Context: an optimization exercise on an open-source flow, tuned for small area, a short achievable clock period and few clock cycles. The choices shown serve that exercise and are no tape-out recipe.
Only simulation tests tie the RTL to the original design; equivalence was not proved.
Power and IR drop assume default switching activity.

the previous run:
Design bdm_codec, start of the top module:
module bdm_codec (
    input  wire         clk,
    input  wire         rst,
    input  wire         req_valid,
    output wire         req_ready,
    input  wire [7:0]   req,
    input  wire [7:0]   p0,
    input  wire [7:0]   p1,
    input  wire [39:0]  hdr,
    input  wire [8:0]   din_len,
    input  wire         din_valid,
    output wire         din_ready,
    input  wire [7:0]   din_data,
    output wire         dout_valid,
    input  wire         dout_ready,
    output wire [7:0]   dout_data,
    output wire         dout_last,
    output wire         done,
    output wire [3:0]   st,
    output wire [2:0]   cls,
    output wire [7:0]   rb,
    output wire         rf,
    output wire [7:0]   opc,
    output wire [7:0]   ctl,
    output wire [7:0]   len,
    output wire [191:0] fld,
    output wire [7:0]   fv
);
    localparam [3:0] ST_OK        = 4'h0,
                     ST_EMPTY     = 4'h1,
                     ST_TRUNC     = 4'h2,
                     ST_CHECKSUM  = 4'h3,
                     ST_LENGTH    = 4'h4,
  ...
clock: 6.0 ns
lec_check: 0
abc_area: 1
cap_margin: 20
core_margin: 2
core_utilization: 40
cts_buf_list: sky130_fd_sc_hd__clkbuf_8
cts_cluster_diameter: 70
cts_cluster_size: 14
setup_slack_margin: 3.5
slew_margin: 20
standard.sh (not shown) runs the stock make flow with config.mk's settings and CLKGATE_MAP_FILE= SYNTH_SCRIPT=/design/flow/synth_recipe.tcl, a recipe that flattens the netlist after the stock synthesis.
==> flow/flow/run.sh <==
#!/bin/bash
set -euo pipefail
export BUFFER_PORTS_ARGS="-buffer_cell sky130_fd_sc_hd__buf_1"
bash standard.sh > standard.log 2>&1
The previous run has completed all stages; timing, DRC and antenna checks passed.
Testbench counts of the previous run, summed over its fixed seeds: cycles 26,864.
Inputs modified between the previous run and the current run:
Settings: CTS_CLUSTER_DIAMETER: 70 -> unset; CTS_CLUSTER_SIZE: 14 -> unset; ABC_AREA: 1 -> unset; SETUP_SLACK_MARGIN: 3.5 -> 3.7.
--- outcome ---
- Compared with the previous run, highest clock rate in the current run increased slightly.
- The previous run reports its timing startpoint of the critical path as gfn[4]$_DFF_P_ while the current run reports gfn[7]$_DFF_P_.
- Diff the previous run -> the current run: initial core utilization saw an increase, worst setup slack saw an increase, post-detailed-routing wire length saw an increase, number of buffers inserted during clock tree synthesis saw an increase, per-instance average area after synthesis saw an increase.
- Side by side, global routing met2 resource utilization turned out higher in the current run than in the previous run.
- Lower worst-case reg-to-reg path depth among the previous run and the current run: the current run
- Going from the previous run to the current run, switching power total picked up an extra 2.0%; worst hold path depth fell by 1.
- The previous run has a higher synthesized cell count than the current run.


red:
bdm_codec, a different RTL version from the one above (not shown whole).
Size in the first run: ~1300 cells after synthesis, ~340 I/O pins, ~11000 um2 of cells after synthesis.
clock: 6.0 ns
lec_check: 0
abc_area: 1
cap_margin: 20
core_margin: 2
core_utilization: 40
cts_buf_list: sky130_fd_sc_hd__clkbuf_16
cts_cluster_diameter: 80
cts_cluster_size: 20
place_density: 0.75
setup_slack_margin: 3.45
slew_margin: 20
Scripts as last shown in full above: flow/flow/run.sh
Testbench counts of red, summed over its fixed seeds: cycles 26,864.
## Diff of input files: blue against red
# red
export LEC_CHECK = 0
export ABC_AREA = 1
export CAP_MARGIN = 20
export CORE_MARGIN = 2
export CORE_UTILIZATION = 40
export CTS_BUF_LIST = sky130_fd_sc_hd__clkbuf_16
export CTS_CLUSTER_DIAMETER = 80
export CTS_CLUSTER_SIZE = 20
export PLACE_DENSITY = 0.75
export SETUP_SLACK_MARGIN = 3.45
export SLEW_MARGIN = 20
create_clock -name core_clock -period 6.0 [get_ports {clk}]
# blue
export LEC_CHECK = 0
export ABC_AREA = 1
export CAP_MARGIN = 20
export CORE_MARGIN = 2
export CORE_UTILIZATION = 40
export CTS_BUF_LIST = sky130_fd_sc_hd__clkbuf_16
export CTS_CLUSTER_DIAMETER = 80
export CTS_CLUSTER_SIZE = 20
export PLACE_DENSITY = 0.7
export SETUP_SLACK_MARGIN = 3.5
export SLEW_MARGIN = 20
create_clock -name core_clock -period 6.0 [get_ports {clk}]
==> run summary <==
For count of filler cells inserted in the layout, red and blue come out practically identical.
Compared with red, in blue signed area change from the synthesized netlist to the final layout now sits lower, clock-pin slew on the worst setup and hold paths now sits at about the same level.
There was hardly any difference in worst-skew pair later-pin latency between red and blue.
Input-level comparison between green and blue:
# blue
export LEC_CHECK = 0
export ABC_AREA = 1
export CAP_MARGIN = 20
export CORE_MARGIN = 2
export CORE_UTILIZATION = 40
export CTS_BUF_LIST = sky130_fd_sc_hd__clkbuf_16
export CTS_CLUSTER_DIAMETER = 80
export CTS_CLUSTER_SIZE = 20
export PLACE_DENSITY = 0.7
export SETUP_SLACK_MARGIN = 3.5
export SLEW_MARGIN = 20
create_clock -name core_clock -period 6.0 [get_ports {clk}]
# green
export LEC_CHECK = 0
export ABC_AREA = 1
export CAP_MARGIN = 20
export CORE_MARGIN = 2
export CORE_UTILIZATION = 40
export CTS_BUF_LIST = sky130_fd_sc_hd__clkbuf_8 sky130_fd_sc_hd__clkbuf_16
export CTS_CLUSTER_DIAMETER = 80
export CTS_CLUSTER_SIZE = 20
export PLACE_DENSITY = 0.7
export SETUP_SLACK_MARGIN = 3.5
export SLEW_MARGIN = 20
create_clock -name core_clock -period 6.0 [get_ports {clk}]
==> run summary <==
From green to blue, final clock period utilization by the worst path did not move at all. Re final wirelength: no difference whatsoever between blue and green. Going from blue to green, hold slack has remained practically unchanged, internal power has remained practically unchanged, number of stages on the worst setup path has remained practically unchanged, required time of the worst setup path has remained practically unchanged. Sequential share of layout area: blue vs green identical.


Setup of v34:
Starting RTL as in the previous note.
clock: 6.0 ns
lec_check: 0
abc_area: 1
cap_margin: 20
core_margin: 2
core_utilization: 40
cts_buf_list: sky130_fd_sc_hd__clkbuf_16
cts_cluster_diameter: 80
cts_cluster_size: 20
place_density: 0.75
setup_slack_margin: 3.55
slew_margin: 20
Scripts as last shown in full above: flow/flow/run.sh
Testbench counts of v34, summed over its fixed seeds: cycles 26,864.
diff inputs: v34 => v59
--- a/flow/config.mk
+++ b/flow/config.mk
@@ -10,3 +10,3 @@
 export CORE_MARGIN = 2
-export CORE_UTILIZATION = 40
+export CORE_UTILIZATION = 45
 export CTS_BUF_LIST = sky130_fd_sc_hd__clkbuf_16
@@ -14,4 +14,4 @@
 export CTS_CLUSTER_SIZE = 20
-export PLACE_DENSITY = 0.75
-export SETUP_SLACK_MARGIN = 3.55
+export PLACE_DENSITY = 0.8
+export SETUP_SLACK_MARGIN = 3.5
 export SLEW_MARGIN = 20
## What came out
Area taken by multi-input logic gates: v59 vs v34 — no meaningful difference. Lower post-route clock skew was reported by v34, not v59. Of v34 and v59, the lower power per cell area belongs to v34. v59 vs. v34: number of non-clock buffers in the layout went up by about 1.5%. [compare] base=v34 new=v59: detailed-routing iteration count for the pre-antenna-repair pass lower, total design power went down. Compared to v34, v59 has via count of the first global-routing pass 179 higher. Reported for v34 and v59, sum of negative setup slack turned out identical to the last digit. v59 ends up with lower minimum clock period after layout than v34 does. Re HPWL reported at the end of detailed placement: v34 and v59 aren't equal, and the lower value belongs to v59. v59 vs v34 — post-route standard cell area excluding fillers dropped 1.2%.
Edits applied to the flow inputs when going from v59 to v49:
--- a/flow/config.mk
+++ b/flow/config.mk
@@ -14,3 +14,3 @@
 export CTS_CLUSTER_SIZE = 20
-export PLACE_DENSITY = 0.8
+export PLACE_DENSITY = 0.7
 export SETUP_SLACK_MARGIN = 3.5
For internal power, v59 and v49 come out practically identical.
Relative to v59, minimum clock period after layout decreased by 0.0048 ns in v49.
Summary of v49 over v59: amount of wire on met2 after detailed routing increased 0.57%; total area of multi-input combinational cells decreased 0.35%; final worst hold slack decreased 0.0075 ns; area of placed instances essentially unchanged; fraction of power consumed by combinational cells decreased 0.2 points.
The endpoint of the most critical setup path comes out fld[63] in one run and fld[60] in the other, namely in v49 and v59 respectively.
Between v49 and v59, the global-route usage figures differ only marginally.
Share of cells above drive strength 1 for v49 is lower than for v59.
Compared with v59, standby leakage power in v49 decreased slightly.

port drivers added, routing unchanged:
The flow's constraints put no driver on any port. The routed layouts listed below were extracted and timed again, unchanged, in two steps.
Step 1 (the two cells are an assumption about what drives the block):
set clk [get_ports {clk}]
set_driving_cell -lib_cell sky130_fd_sc_hd__clkbuf_16 $clk
set_driving_cell -lib_cell sky130_fd_sc_hd__buf_2 [delete_from_list [all_inputs] $clk]
Step 2 moves the port delays by t, midway between the first and last clock arrival at a register: inputs arrive t later, outputs are due t later. That takes back most of the time a late clock gives input paths.
Slacks: no drivers / after step 1 / after step 2; pairs: no drivers / after step 1.
| run | t, ns | setup WS [ns] | worst setup path at the end | worst data-port slew with drivers (ns) | cell pins on the clock port's net |
|---|---|---|---|---|---|
| the previous run | 0.585 | 3.447 / 3.411 / 3.008 | input to register | 0.06 | 1 |
| the current run | 0.605 | 3.486 / 3.436 / 2.901 | input to register | 0.09 | 1 |
| red | 0.544 | 3.514 / 3.466 / 3.030 | input to register | 0.08 | 1 |
| blue | 0.533 | 3.547 / 3.504 / 3.051 | input to register | 0.08 | 1 |
| green | 0.533 | 3.547 / 3.504 / 3.051 | input to register | 0.08 | 1 |
| v34 | 0.540 | 3.480 / 3.433 / 3.064 | input to register | 0.08 | 1 |
| v59 | 0.536 | 3.539 / 3.489 / 3.004 | input to register | 0.08 | 1 |
| v49 | 0.528 | 3.544 / 3.504 / 3.048 | input to register | 0.08 | 1 |
After both steps setup and hold are still met in every run listed. For the current run, which loses most, drivers alone change the setup slack by -0.050 ns; drivers and shift together by -0.585 ns.
